This design comes from an exercise in tuning for small area on the open sky130 flow, not from production work. The RTL was checked by simulation tests, not by an equivalence proof against the original design. No activity file was given, so power comes from the tool's default toggle rates.

==> flow/design.v <==
module ujt_tap_engine (
    input  wire        clk,
    input  wire        rst,
    input  wire        cmd_valid,
    input  wire [1:0]  cmd_kind,
    input  wire [3:0]  cmd_target,
    input  wire [7:0]  cmd_value,
    input  wire [3:0]  cmd_nbits,
    input  wire        cmd_adv,
    input  wire [15:0] cmd_count,
    output wire        cmd_ready,
    output reg         cmd_done,
    output reg  [7:0]  sr_in,
    output reg  [3:0]  tap_state,
    output reg         tap_known,
    output reg         tck,
    output reg         tms,
    output reg         tdi,
    input  wire        tdo
);
    localparam K_RESET = 2'd0, K_NAV = 2'd1, K_SHIFT = 2'd2, K_RUN = 2'd3;
    localparam S_RESET = 4'h0, S_IDLE  = 4'h1, S_SELDR = 4'h2, S_CAPDR = 4'h3,
               S_SHDR  = 4'h4, S_EX1DR = 4'h5, S_PADR  = 4'h6, S_EX2DR = 4'h7,
               S_UPDR  = 4'h8, S_SELIR = 4'h9, S_CAPIR = 4'hA, S_SHIR  = 4'hB,
               S_EX1IR = 4'hC, S_PAIR  = 4'hD, S_EX2IR = 4'hE, S_UPIR  = 4'hF;
    localparam E_IDLE = 2'd0, E_HIGH = 2'd1, E_LOW = 2'd2;
    reg [1:0]  estate;
    reg [1:0]  kind;
    reg [3:0]  target;
    reg [7:0]  sr_out;
    reg [3:0]  bitcnt;
    reg [3:0]  bitidx;
    reg        adv;
    reg [15:0] cyccnt;
    reg        toggle;      
    reg        stop_after;  
    assign cmd_ready = (estate == E_IDLE);
    reg [3:0] nav_next;
    reg       nav_tms;
    wire      tgt_ir = (target >= S_SELIR);
    always @* begin
        nav_next = tap_state;
        nav_tms  = 1'b1;
        case (tap_state)
            S_RESET: begin nav_next = S_IDLE;  nav_tms = 1'b0; end
            S_IDLE:  begin nav_next = S_SELDR; nav_tms = 1'b1; end
            S_SELDR: if (tgt_ir) begin nav_next = S_SELIR; nav_tms = 1'b1; end
                     else        begin nav_next = S_CAPDR; nav_tms = 1'b0; end
            S_CAPDR: if (target == S_SHDR) begin nav_next = S_SHDR;  nav_tms = 1'b0; end
                     else                  begin nav_next = S_EX1DR; nav_tms = 1'b1; end
            S_SHDR:  begin nav_next = S_EX1DR; nav_tms = 1'b1; end
            S_EX1DR: if (target == S_PADR) begin nav_next = S_PADR; nav_tms = 1'b0; end
                     else                  begin nav_next = S_UPDR; nav_tms = 1'b1; end
            S_PADR:  begin nav_next = S_EX2DR; nav_tms = 1'b1; end
            S_EX2DR: if (target == S_SHDR) begin nav_next = S_SHDR; nav_tms = 1'b0; end
                     else                  begin nav_next = S_UPDR; nav_tms = 1'b1; end
            S_UPDR:  if (target == S_IDLE) begin nav_next = S_IDLE;  nav_tms = 1'b0; end
                     else                  begin nav_next = S_SELDR; nav_tms = 1'b1; end
            S_SELIR: begin nav_next = S_CAPIR; nav_tms = 1'b0; end
            S_CAPIR: if (target == S_SHIR) begin nav_next = S_SHIR;  nav_tms = 1'b0; end
                     else                  begin nav_next = S_EX1IR; nav_tms = 1'b1; end
            S_SHIR:  begin nav_next = S_EX1IR; nav_tms = 1'b1; end
            S_EX1IR: if (target == S_PAIR) begin nav_next = S_PAIR; nav_tms = 1'b0; end
                     else                  begin nav_next = S_UPIR; nav_tms = 1'b1; end
            S_PAIR:  begin nav_next = S_EX2IR; nav_tms = 1'b1; end
            S_EX2IR: if (target == S_SHIR) begin nav_next = S_SHIR; nav_tms = 1'b0; end
                     else                  begin nav_next = S_UPIR; nav_tms = 1'b1; end
            S_UPIR:  if (target == S_IDLE) begin nav_next = S_IDLE;  nav_tms = 1'b0; end
                     else                  begin nav_next = S_SELDR; nav_tms = 1'b1; end
            default: begin nav_next = tap_state; nav_tms = 1'b1; end
        endcase
    end
    wire shift_last = (bitidx == bitcnt - 4'd1);
    always @(posedge clk) begin
        if (rst) begin
            estate     <= E_IDLE;
            cmd_done   <= 1'b0;
            tap_known  <= 1'b0;
            tap_state  <= S_RESET;
            tck        <= 1'b1;
            tms        <= 1'b1;
            tdi        <= 1'b0;
            kind       <= K_RESET;
            target     <= S_RESET;
            sr_out     <= 8'h00;
            sr_in      <= 8'h00;
            bitcnt     <= 4'd0;
            bitidx     <= 4'd0;
            adv        <= 1'b0;
            cyccnt     <= 16'd0;
            toggle     <= 1'b0;
            stop_after <= 1'b0;
        end else begin
            cmd_done <= 1'b0;
            case (estate)
                E_IDLE: begin
                    if (cmd_valid) begin
                        kind       <= cmd_kind;
                        target     <= cmd_target;
                        sr_out     <= cmd_value;
                        bitcnt     <= cmd_nbits;
                        bitidx     <= 4'd0;
                        adv        <= cmd_adv;
                        cyccnt     <= (cmd_kind == K_RESET) ? 16'd5 : cmd_count;
                        toggle     <= (cmd_kind == K_NAV) && (tap_state == cmd_target) &&
                                      ((cmd_target == S_PADR) || (cmd_target == S_PAIR));
                        stop_after <= 1'b0;
                        if (cmd_kind == K_SHIFT)
                            sr_in <= 8'h00;
                        estate     <= E_HIGH;
                    end
                end
                E_HIGH: begin
                    case (kind)
                        K_RESET: begin
                            if (cyccnt != 16'd0) begin
                                tms    <= 1'b1;
                                tck    <= 1'b0;
                                estate <= E_LOW;
                            end else begin
                                tap_state <= S_RESET;
                                tap_known <= 1'b1;
                                cmd_done  <= 1'b1;
                                estate    <= E_IDLE;
                            end
                        end
                        K_NAV: begin
                            if (toggle) begin
                                tms        <= 1'b1;
                                tck        <= 1'b0;
                                stop_after <= 1'b1;
                                estate     <= E_LOW;
                            end else if (!stop_after && (tap_state != target)) begin
                                tms    <= nav_tms;
                                tck    <= 1'b0;
                                estate <= E_LOW;
                            end else begin
                                cmd_done <= 1'b1;
                                estate   <= E_IDLE;
                            end
                        end
                        K_SHIFT: begin
                            if (bitidx != bitcnt) begin
                                tms    <= adv && shift_last;
                                tdi    <= sr_out[bitidx[2:0]];
                                tck    <= 1'b0;
                                estate <= E_LOW;
                            end else begin
                                if (adv)
                                    tap_state <= (tap_state == S_SHDR) ? S_EX1DR : S_EX1IR;
                                cmd_done <= 1'b1;
                                estate   <= E_IDLE;
                            end
                        end
                        default: begin  
                            if (cyccnt != 16'd0) begin
                                tms    <= 1'b0;
                                tck    <= 1'b0;
                                estate <= E_LOW;
                            end else begin
                                cmd_done <= 1'b1;
                                estate   <= E_IDLE;
                            end
                        end
                    endcase
                end
                default: begin  
                    tck    <= 1'b1;
                    estate <= E_HIGH;
                    case (kind)
                        K_RESET, K_RUN: cyccnt <= cyccnt - 16'd1;
                        K_NAV: begin
                            tap_state <= nav_next;
                            toggle    <= 1'b0;
                        end
                        default: begin  
                            sr_in[bitidx[2:0]] <= tdo;
                            bitidx <= bitidx + 4'd1;
                        end
                    endcase
                end
            endcase
        end
    end
endmodule
module ujt_sequencer (
    input  wire        clk,
    input  wire        rst,
    input  wire        req_valid,
    input  wire [23:0] req_word,
    output wire        req_ready,
    output reg         rsp_valid,
    output reg         rsp_err,
    output reg  [31:0] rsp_data,
    output reg         cmd_valid,
    output reg  [1:0]  cmd_kind,
    output reg  [3:0]  cmd_target,
    output reg  [7:0]  cmd_value,
    output reg  [3:0]  cmd_nbits,
    output reg         cmd_adv,
    output reg  [15:0] cmd_count,
    input  wire        cmd_done,
    input  wire [7:0]  eng_sr_in,
    input  wire [3:0]  tap_state,
    input  wire        tap_known
);
    localparam OP_TAP_RESET  = 4'h0, OP_SET_STATE = 4'h1, OP_SHIFT_BITS = 4'h2,
               OP_RUN_TCK    = 4'h3, OP_SHIFT_IR  = 4'h4, OP_SHIFT_DR   = 4'h5,
               OP_GET_ID     = 4'h8, OP_INIT      = 4'h9, OP_SEND_BYTE  = 4'hA,
               OP_FINISH     = 4'hB;
    localparam S_RESET = 4'h0, S_IDLE = 4'h1, S_SHDR = 4'h4, S_PADR = 4'h6,
               S_EX2DR = 4'h7, S_SHIR = 4'hB, S_PAIR = 4'hD, S_EX2IR = 4'hE;
    localparam [7:0] IR_IDCODE = 8'h09, IR_JPROGRAM = 8'h0B,
                     IR_CFG_IN = 8'h05, IR_JSTART   = 8'h0C;
    localparam K_RESET = 2'd0, K_NAV = 2'd1, K_SHIFT = 2'd2, K_RUN = 2'd3;
    localparam T_END = 3'd0, T_SKIP = 3'd1, T_RESET = 3'd2, T_NAV = 3'd3,
               T_SHIFT = 3'd4, T_RUN = 3'd5;
    localparam Q_IDLE = 2'd0, Q_STEP = 2'd1, Q_WAIT = 2'd2;
    reg [1:0]  qstate;
    reg [3:0]  op;
    reg [17:0] arg;       
    reg [4:0]  upc;
    reg [3:0]  piece;
    reg [31:0] idacc;
    reg [7:0]  result;
    wire       f0 = arg[16];
    wire       f1 = arg[17];
    wire [3:0] nb = arg[11:8];
    wire [7:0] vv = arg[7:0];
    assign req_ready = (qstate == Q_IDLE);
    wire [3:0] w_op  = req_word[23:20];
    wire [3:0] w_n   = req_word[11:8];
    wire       w_f0  = req_word[16];
    wire [3:0] w_tgt = req_word[3:0];
    reg        w_match;
    reg        w_refuse;
    wire n_bad     = (w_n == 4'd0) || (w_n > 4'd8);
    wire in_shdr   = tap_known && (tap_state == S_SHDR);
    wire in_shir   = tap_known && (tap_state == S_SHIR);
    reg  reachable;
    always @* begin
        case (w_tgt)
            S_RESET: reachable = (tap_state == S_RESET);
            S_EX2DR: reachable = (tap_state == S_EX2DR) || (tap_state == S_PADR);
            S_EX2IR: reachable = (tap_state == S_EX2IR) || (tap_state == S_PAIR);
            default: reachable = 1'b1;
        endcase
    end
    always @* begin
        case (w_op)
            OP_TAP_RESET:  w_match = (req_word[19:0] == 20'd0);
            OP_SET_STATE:  w_match = (req_word[19:4] == 16'd0);
            OP_SHIFT_BITS: w_match = (req_word[19:17] == 3'd0) && (req_word[15:12] == 4'd0);
            OP_RUN_TCK:    w_match = (req_word[19:16] == 4'd0);
            OP_SHIFT_IR,
            OP_SHIFT_DR:   w_match = (req_word[19:18] == 2'd0) && (req_word[15:12] == 4'd0);
            OP_GET_ID,
            OP_FINISH:     w_match = (req_word[19:0] == 20'd0);
            OP_INIT:       w_match = (req_word[19:17] == 3'd0) && (req_word[15:0] == 16'd0);
            OP_SEND_BYTE:  w_match = (req_word[19:18] == 2'd0) && (req_word[15:8] == 8'd0);
            default:       w_match = 1'b0;
        endcase
        case (w_op)
            OP_SET_STATE:  w_refuse = !tap_known || !reachable;
            OP_SHIFT_BITS: w_refuse = n_bad || !(in_shdr || in_shir);
            OP_RUN_TCK:    w_refuse = !(tap_known && (tap_state == S_IDLE));
            OP_SHIFT_IR:   w_refuse = n_bad || (w_f0 ? !tap_known : !in_shir);
            OP_SHIFT_DR:   w_refuse = n_bad || (w_f0 ? !tap_known : !in_shdr);
            OP_SEND_BYTE:  w_refuse = w_f0 ? !tap_known : !in_shdr;
            OP_FINISH:     w_refuse = !tap_known;
            default:       w_refuse = 1'b0;
        endcase
        if (!w_match)
            w_refuse = 1'b1;
    end
    reg [2:0]  st_kind;
    reg [3:0]  st_target;
    reg [7:0]  st_value;
    reg [3:0]  st_nbits;
    reg        st_adv;       
    reg [3:0]  st_rep;       
    reg [15:0] st_count;
    reg        st_cap_id;    
    reg        st_cap_rsp;   
    wire [3:0] shift_x = (op == OP_SHIFT_IR) ? S_SHIR : S_SHDR;
    always @* begin
        st_kind    = T_END;
        st_target  = S_IDLE;
        st_value   = 8'h00;
        st_nbits   = 4'd8;
        st_adv     = 1'b0;
        st_rep     = 4'd0;
        st_count   = 16'd0;
        st_cap_id  = 1'b0;
        st_cap_rsp = 1'b0;
        case (op)
            OP_TAP_RESET: begin
                if (upc == 5'd0) st_kind = T_RESET;
            end
            OP_SET_STATE: begin
                if (upc == 5'd0) begin st_kind = T_NAV; st_target = vv[3:0]; end
            end
            OP_SHIFT_BITS: begin
                if (upc == 5'd0) begin
                    st_kind = T_SHIFT; st_value = vv; st_nbits = nb; st_adv = f0;
                    st_cap_rsp = 1'b1;
                end
            end
            OP_RUN_TCK: begin
                if (upc == 5'd0) begin st_kind = T_RUN; st_count = arg[15:0]; end
            end
            OP_SHIFT_IR, OP_SHIFT_DR, OP_SEND_BYTE: begin
                case (upc)
                    5'd0: begin st_kind = f0 ? T_NAV : T_SKIP; st_target = shift_x; end
                    5'd1: begin
                        st_kind = T_SHIFT; st_value = vv; st_adv = f1;
                        st_nbits = (op == OP_SEND_BYTE) ? 4'd8 : nb;
                        st_cap_rsp = (op != OP_SEND_BYTE);
                    end
                    5'd2: begin st_kind = f1 ? T_NAV : T_SKIP; st_target = S_IDLE; end
                    default: st_kind = T_END;
                endcase
            end
            OP_GET_ID: begin
                case (upc)
                    5'd0: st_kind = T_RESET;
                    5'd1: begin st_kind = T_NAV; st_target = S_SHIR; end
                    5'd2: begin st_kind = T_SHIFT; st_value = IR_IDCODE; st_nbits = 4'd6; st_adv = 1'b1; end
                    5'd3: begin st_kind = T_NAV; st_target = S_IDLE; end
                    5'd4: begin st_kind = T_NAV; st_target = S_SHDR; end
                    5'd5: begin st_kind = T_SHIFT; st_rep = 4'd3; st_adv = 1'b1; st_cap_id = 1'b1; end
                    5'd6: begin st_kind = T_NAV; st_target = S_IDLE; end
                    default: st_kind = T_END;
                endcase
            end
            OP_INIT: begin
                case (upc)
                    5'd0:  st_kind = T_RESET;
                    5'd1:  begin st_kind = T_NAV; st_target = S_SHIR; end
                    5'd2:  begin st_kind = T_SHIFT; st_value = IR_JPROGRAM; st_nbits = 4'd6; st_adv = 1'b1; end
                    5'd3:  begin st_kind = T_NAV; st_target = S_IDLE; end
                    5'd4:  st_kind = f0 ? T_SKIP : T_END;
                    5'd5:  begin st_kind = T_NAV; st_target = S_SHIR; end
                    5'd6:  begin st_kind = T_SHIFT; st_value = IR_CFG_IN; st_nbits = 4'd6; st_adv = 1'b1; end
                    5'd7:  begin st_kind = T_NAV; st_target = S_IDLE; end
                    5'd8:  begin st_kind = T_NAV; st_target = S_IDLE; end
                    5'd9:  begin st_kind = T_RUN; st_count = 16'd14000; end
                    5'd10: begin st_kind = T_NAV; st_target = S_SHIR; end
                    5'd11: begin st_kind = T_SHIFT; st_value = IR_CFG_IN; st_nbits = 4'd6; st_adv = 1'b1; end
                    5'd12: begin st_kind = T_NAV; st_target = S_IDLE; end
                    5'd13: begin st_kind = T_NAV; st_target = S_SHDR; end
                    5'd14: begin st_kind = T_SHIFT; st_rep = 4'd10; end
                    5'd15: begin st_kind = T_SHIFT; st_nbits = 4'd7; st_adv = 1'b1; end
                    5'd16: begin st_kind = T_NAV; st_target = S_IDLE; end
                    5'd17: begin st_kind = T_NAV; st_target = S_SHIR; end
                    5'd18: begin st_kind = T_SHIFT; st_value = IR_CFG_IN; st_nbits = 4'd6; st_adv = 1'b1; end
                    5'd19: begin st_kind = T_NAV; st_target = S_IDLE; end
                    default: st_kind = T_END;
                endcase
            end
            OP_FINISH: begin
                case (upc)
                    5'd0: begin st_kind = T_NAV; st_target = S_SHIR; end
                    5'd1: begin st_kind = T_SHIFT; st_value = IR_JSTART; st_nbits = 4'd6; st_adv = 1'b1; end
                    5'd2: begin st_kind = T_NAV; st_target = S_IDLE; end
                    5'd3: begin st_kind = T_NAV; st_target = S_SHDR; end
                    5'd4: begin st_kind = T_SHIFT; st_rep = 4'd3; st_adv = 1'b1; end
                    5'd5: begin st_kind = T_NAV; st_target = S_IDLE; end
                    5'd6: begin st_kind = T_NAV; st_target = S_IDLE; end
                    5'd7: begin st_kind = T_RUN; st_count = 16'd100; end
                    default: st_kind = T_END;
                endcase
            end
            default: st_kind = T_END;
        endcase
    end
    wire last_piece = (piece == st_rep);
    always @(posedge clk) begin
        if (rst) begin
            qstate     <= Q_IDLE;
            op         <= 4'h0;
            arg        <= 18'd0;
            upc        <= 5'd0;
            piece      <= 4'd0;
            idacc      <= 32'd0;
            result     <= 8'd0;
            rsp_valid  <= 1'b0;
            rsp_err    <= 1'b0;
            rsp_data   <= 32'd0;
            cmd_valid  <= 1'b0;
            cmd_kind   <= K_RESET;
            cmd_target <= S_RESET;
            cmd_value  <= 8'h00;
            cmd_nbits  <= 4'd0;
            cmd_adv    <= 1'b0;
            cmd_count  <= 16'd0;
        end else begin
            rsp_valid <= 1'b0;
            cmd_valid <= 1'b0;
            case (qstate)
                Q_IDLE: begin
                    if (req_valid) begin
                        if (w_refuse) begin
                            rsp_valid <= 1'b1;
                            rsp_err   <= 1'b1;
                            rsp_data  <= 32'd0;
                        end else begin
                            op     <= w_op;
                            arg    <= req_word[17:0];
                            upc    <= 5'd0;
                            piece  <= 4'd0;
                            idacc  <= 32'd0;
                            result <= 8'd0;
                            qstate <= Q_STEP;
                        end
                    end
                end
                Q_STEP: begin
                    case (st_kind)
                        T_END: begin
                            rsp_valid <= 1'b1;
                            rsp_err   <= 1'b0;
                            rsp_data  <= (op == OP_GET_ID) ? idacc : {24'd0, result};
                            qstate    <= Q_IDLE;
                        end
                        T_SKIP: begin
                            upc <= upc + 5'd1;
                        end
                        default: begin
                            cmd_valid  <= 1'b1;
                            cmd_kind   <= (st_kind == T_RESET) ? K_RESET :
                                          (st_kind == T_NAV)   ? K_NAV   :
                                          (st_kind == T_SHIFT) ? K_SHIFT : K_RUN;
                            cmd_target <= st_target;
                            cmd_value  <= st_value;
                            cmd_nbits  <= st_nbits;
                            cmd_adv    <= st_adv && last_piece;
                            cmd_count  <= st_count;
                            qstate     <= Q_WAIT;
                        end
                    endcase
                end
                default: begin  
                    if (cmd_done) begin
                        if (st_cap_id)
                            idacc <= {eng_sr_in, idacc[31:8]};
                        if (st_cap_rsp)
                            result <= eng_sr_in;
                        if ((st_kind == T_SHIFT) && !last_piece) begin
                            piece <= piece + 4'd1;
                        end else begin
                            piece <= 4'd0;
                            upc   <= upc + 5'd1;
                        end
                        qstate <= Q_STEP;
                    end
                end
            endcase
        end
    end
endmodule
module uniloader_jtag (
    input  wire        clk,
    input  wire        rst,
    input  wire        req_valid,
    input  wire [23:0] req_word,
    output wire        req_ready,
    output wire        rsp_valid,
    output wire        rsp_err,
    output wire [31:0] rsp_data,
    output wire [3:0]  tap_state,
    output wire        tap_known,
    output wire        tck,
    output wire        tms,
    output wire        tdi,
    input  wire        tdo
);
    wire        cmd_valid;
    wire [1:0]  cmd_kind;
    wire [3:0]  cmd_target;
    wire [7:0]  cmd_value;
    wire [3:0]  cmd_nbits;
    wire        cmd_adv;
    wire [15:0] cmd_count;
    wire        cmd_ready;
    wire        cmd_done;
    wire [7:0]  sr_in;
    ujt_sequencer u_seq (
        .clk        (clk),
        .rst        (rst),
        .req_valid  (req_valid),
        .req_word   (req_word),
        .req_ready  (req_ready),
        .rsp_valid  (rsp_valid),
        .rsp_err    (rsp_err),
        .rsp_data   (rsp_data),
        .cmd_valid  (cmd_valid),
        .cmd_kind   (cmd_kind),
        .cmd_target (cmd_target),
        .cmd_value  (cmd_value),
        .cmd_nbits  (cmd_nbits),
        .cmd_adv    (cmd_adv),
        .cmd_count  (cmd_count),
        .cmd_done   (cmd_done),
        .eng_sr_in  (sr_in),
        .tap_state  (tap_state),
        .tap_known  (tap_known)
    );
    ujt_tap_engine u_eng (
        .clk        (clk),
        .rst        (rst),
        .cmd_valid  (cmd_valid),
        .cmd_kind   (cmd_kind),
        .cmd_target (cmd_target),
        .cmd_value  (cmd_value),
        .cmd_nbits  (cmd_nbits),
        .cmd_adv    (cmd_adv),
        .cmd_count  (cmd_count),
        .cmd_ready  (cmd_ready),
        .cmd_done   (cmd_done),
        .sr_in      (sr_in),
        .tap_state  (tap_state),
        .tap_known  (tap_known),
        .tck        (tck),
        .tms        (tms),
        .tdi        (tdi),
        .tdo        (tdo)
    );
endmodule
==> flow/run.sh <==
#!/bin/bash
# synth_recipe.tcl (not shown) runs the flow's synth.tcl, then flattens the netlist and writes it again
# the make line also repeats each setting of config.mk as NAME=value (left out here)
make -C /OpenROAD-flow-scripts/flow DESIGN_CONFIG=/design/flow/config.mk WORK_HOME=/design/flow/orfs CLKGATE_MAP_FILE= SYNTH_SCRIPT=/design/flow/synth_recipe.tcl finish
==> flow/config.mk <==
export PLATFORM = sky130hd
export DESIGN_NAME = uniloader_jtag
export DESIGN_NICKNAME = uniloader_jtag
export VERILOG_FILES = /design/flow/design.v
export SDC_FILE = /design/flow/constraint.sdc
export NUM_CORES = 4
export LEC_CHECK = 0
export CAP_MARGIN = 20
export CORE_MARGIN = 2
export CORE_UTILIZATION = 40
export PLACE_DENSITY = 0.6
export SLEW_MARGIN = 20
==> flow/constraint.sdc <==
create_clock -name core_clock -period 8.0 [get_ports {clk}]
set_input_delay 1.6000 -clock core_clock [delete_from_list [all_inputs] [get_ports {clk}]]
set_output_delay 1.6000 -clock core_clock [all_outputs]
set_load 0.01 [all_outputs]
==> run summary <==
==> synth_stat cells (10+ instances only) <==
library cell	instances	area, um^2
ha_1	23	288
dfxtp_1	214	4280
nor4_1	16	100
xor2_1	13	114
clkbuf_1	93	349
a21oi_1	165	826
nor3_1	45	225
nand2b_1	14	87.6
inv_1	29	109
nand4_1	49	307
buf_2	10	50.1
nand2_1	120	450
a221oi_1	14	123
o211ai_1	27	203
nor2_1	131	492
nand3_1	52	260
nor2b_1	17	106
a211oi_1	25	188
xnor2_1	11	96.3
mux2i_1	36	360
a31oi_1	16	100
o21ai_0	91	455
==> metal layers <==
| metal | up-vias | share of wire, % | wire [um] | global-route usage (%) |
|---|---|---|---|---|
| met3 | 35 | 4.9 | 1620 | 2.94 |
| met4 | 0 | 1.7 | 552 | 4.87 |
| met2 | 302 | 45 | 14600 | 33.9 |
| met5 | - | 0 | 0 | 0 |
| li1 | 5071 | - | - | - |
| met1 | 5000 | 49 | 16000 | 33.4 |
==> power by group through the flow <==
stage	clock, mW	combinational [mW]	sequential (mW)
after floorplan	0	0.179	1.13
after global placement	0	0.249	1.14
after CTS	1.21	0.251	1.12
final	1.19	0.256	1.12
after global routing	1.26	0.281	1.12
after detailed placement	0	0.250	1.14
==> final timing paths <==
check	cells after the start	slack (ps)	start	end
setup / recovery	11	3220	req_word[21]	register
hold reg to reg	2	450	u_eng.sr_out[1]	u_eng.sr_out[1]
hold / removal	2	450	u_eng.sr_out[1]	u_eng.sr_out[1]
setup reg to reg	12	3720	u_seq.upc[0]	register
==> placed cells by master, fill, tap and decap left out, types with 25 or more instances in the layout <==
master             n
clkdlybuf4s50_1   69
a21oi_1          163
nand4_1           49
nor2_1           131
o21ai_0           91
nand3_1           52
inv_1             29
clkbuf_16         25
nor3_1            44
a211oi_1          25
o211ai_1          27
nand2_1          119
mux2i_1           36
dfxtp_1          214
==> kinds of logic after synthesis <==
logic type                 after synthesis  synth area share [%]
muxes                                   43                  4.20
buffers and inverters                  147                  5.39
xor gates and xnor gates                24                  1.90
adders and majority gates               24                  2.69
and+or+nand+nor                        515                  23.5
DFF                                    214                  38.6
AOI/OAI and AO/OA                      419                  23.7
==> cell type report <==
type	count	area, um^2	share of cell area [%]
Tap cell	372	465	3.63
Inverter	31	116	0.908
Timing Repair Buffer	84	825	6.44
Multi-Input combinational cell	1025	6260	48.9
Sequential cell	214	4280	33.4
Clock buffer	33	696	5.43
Clock inverter	11	163	1.27
==> per-stage QoR <==
step / utilization (%) / hold WS (ps) / power (mW) / worst slack (ps)
5_1_grt: 47.3 / 476 / 2.66 / 3010
2_1_floorplan: - / 429 / 1.31 / 3510
6_report: 47.3 / 454 / 2.57 / 3220
3_3_place_gp: 43.9 / 443 / 1.39 / 2760
3_5_place_dp: 43.9 / 447 / 1.39 / 2720
4_1_cts: 47.1 / 454 / 2.58 / 3240
==> flip-flops by register name, summed over array words and instances (netlist names), 8 cells and up, named ones only <==
register and flops:
u_eng.cyccnt 16, u_eng.sr_in 8, u_eng.sr_out 8, u_seq.arg 18, u_seq.cmd_count 16, u_seq.cmd_value 8, u_seq.idacc 32, u_seq.result 8
u_seq.rsp_data 32
==> worst max-delay path: stages <==
cell,delay [ps]
clkdlybuf4s50_1,540
or3b_1,500
mux2i_1,160
o32ai_2,340
a21boi_0,300
a2111oi_2,610
o211ai_4,160
xnor2_1,210
or2_2,300
ha_1,210
mux2_2,260
==> impl_metrics.py <==
metrics = {
    "setup_path": {
        "critPathMaxFanout": 9,
        "worst_ep_required_time_ps": 8410,
        "cp.arrival_ps": 5190,
        "cp-end-kind": "register",
        "crit_type": "in2reg",
        "worstSetupStartpointType": "input pin",
    },
    "placement": {
        "dp.cells": 1724,
        "gp_congestion": 0.889,
        "io_buffer_count": 70,
        "place_hpwl_mm": 21.8,
        "placed_cell_area_um2": 11900,
    },
    "worst_hold_path": {
        "hold_path.class": "reg2reg",
    },
    "layout": {
        "final_layout_size_suffix_gt1_share_pct": 6.08,
        "design_area_um2": 12800,
        "fin_cells": 1770,
        "nets": 1432,
        "n_antenna_cell": 0,
        "nFillCells": 2707,
        "area_growth_syn_to_layout_pct": 15.5,
    },
    "global_route": {
        "grt_util_all_layers_pct": 22.3,
        "grt_pass1_vias": 9417,
        "antenna_found_initial": 0,
        "grt_max_degree": 111,
        "overflow": 0,
        "grt_pass1_wl_mm": 52.6,
    },
    "floorplanning": {
        "row_count": 60,
        "dieArea_um2": 29100,
        "start_util_pct": 40.9,
        "ioPinCount": 71,
        "die_h_um": 171,
        "dieWidth_um": 171,
        "core_um2": 27100,
    },
    "sta": {
        "finalMaxSlewViolations": 0,
        "fin_tns_setup_ps": 0,
        "hold_viol": 0,
        "tightestPinTransition_ps": 1030,
        "slew_headroom_pct": 31.0,
        "finalSetupViolations": 0,
        "fmax_ghz": 0.209,
        "fin_crit_sh_pct": 59.7,
        "final.min_clock_period_ps": 4780,
        "rsz0062_at_grt": "no",
        "finalClockSkew_ps": 14.4,
    },
    "clocking": {
        "clk_latency_ps": 520,
        "clockRootBuffer": "clkbuf_16",
        "clock_path_buffers": 3,
        "cts.sinks": 214,
        "cts_buffers": 25,
        "cts.clk_slew.worst_paths_ps": 60,
        "htree_levels": 1,
        "hold_buffers": 0,
        "cts_setup_buffers": 0,
        "cts_resized": 0,
        "cts_tree": "yes",
    },
    "yosys": {
        "synthCells": 1386,
        "synth_enable_flop_cells": 0,
        "synth-seq-cells": 214,
        "synth_nets": 1437,
        "async_flop_share_pct": 0,
        "seq_area_frac_synth_pct": 38.6,
        "synth_area_um2": 11100,
        "syn_area_per_cell_um2": 8.00,
        "ys_warn_count": 2,
        "yosysUniqueCellTypes": 86,
        "synthFlopType": "dfxtp_1",
    },
    "status": {
        "status": "finished clean",
    },
    "route": {
        "vias": 10400,
        "ant_nets": 0,
        "first_pass_iters": 5,
        "wl_per_cell_um": 18.5,
        "drc_errors": 0,
        "wl_mm": 32.7,
        "vias_per_cell": 5.88,
        "first_iter_violations": 877,
    },
    "job": {
        "cap_viol_max_count": 0,
    },
    "power": {
        "power_frac_seq_pct": 43.5,
        "power.switching_mw": 0.651,
        "sw_frac_of_total_pct": 25.4,
        "power.density_nw_per_um2": 200,
        "combPwrFrac_pct": 10.0,
        "p_clk_share_pct": 46.5,
        "ir_drop_mv": 0.158,
        "p_leak_nw": 4.29,
        "p_int_mw": 1.91,
    },
}

[port drivers added, routing unchanged]
How much do the figures lean on ideal ports? The routed layout below was timed once more, with nothing changed but the port constraints. Step 1 sets driving cells, clkbuf_16 on the clock port and buf_2 on the other inputs (assumed; they add their load-dependent delay and slew). Step 2 moves the port delays by t, midway between the first and last clock arrival at a register: inputs arrive t later, outputs are due t later. That takes back most of the time a late clock gives input paths. Three values: ideal, step 1, step 2; two values: the first two.
shift t [ns]: 0.564
slack for setup (ns): 3.223 / 3.252 / 2.688
worst hold slack (ns): 0.454 / 0.454 / 0.454
worst data-port slew with drivers (ns): 0.04
cell pins on the clock port's net: 1
After both steps this run still meets setup and hold. The setup slack of this run moves by +0.029 ns with the drivers and by -0.535 ns with both steps.
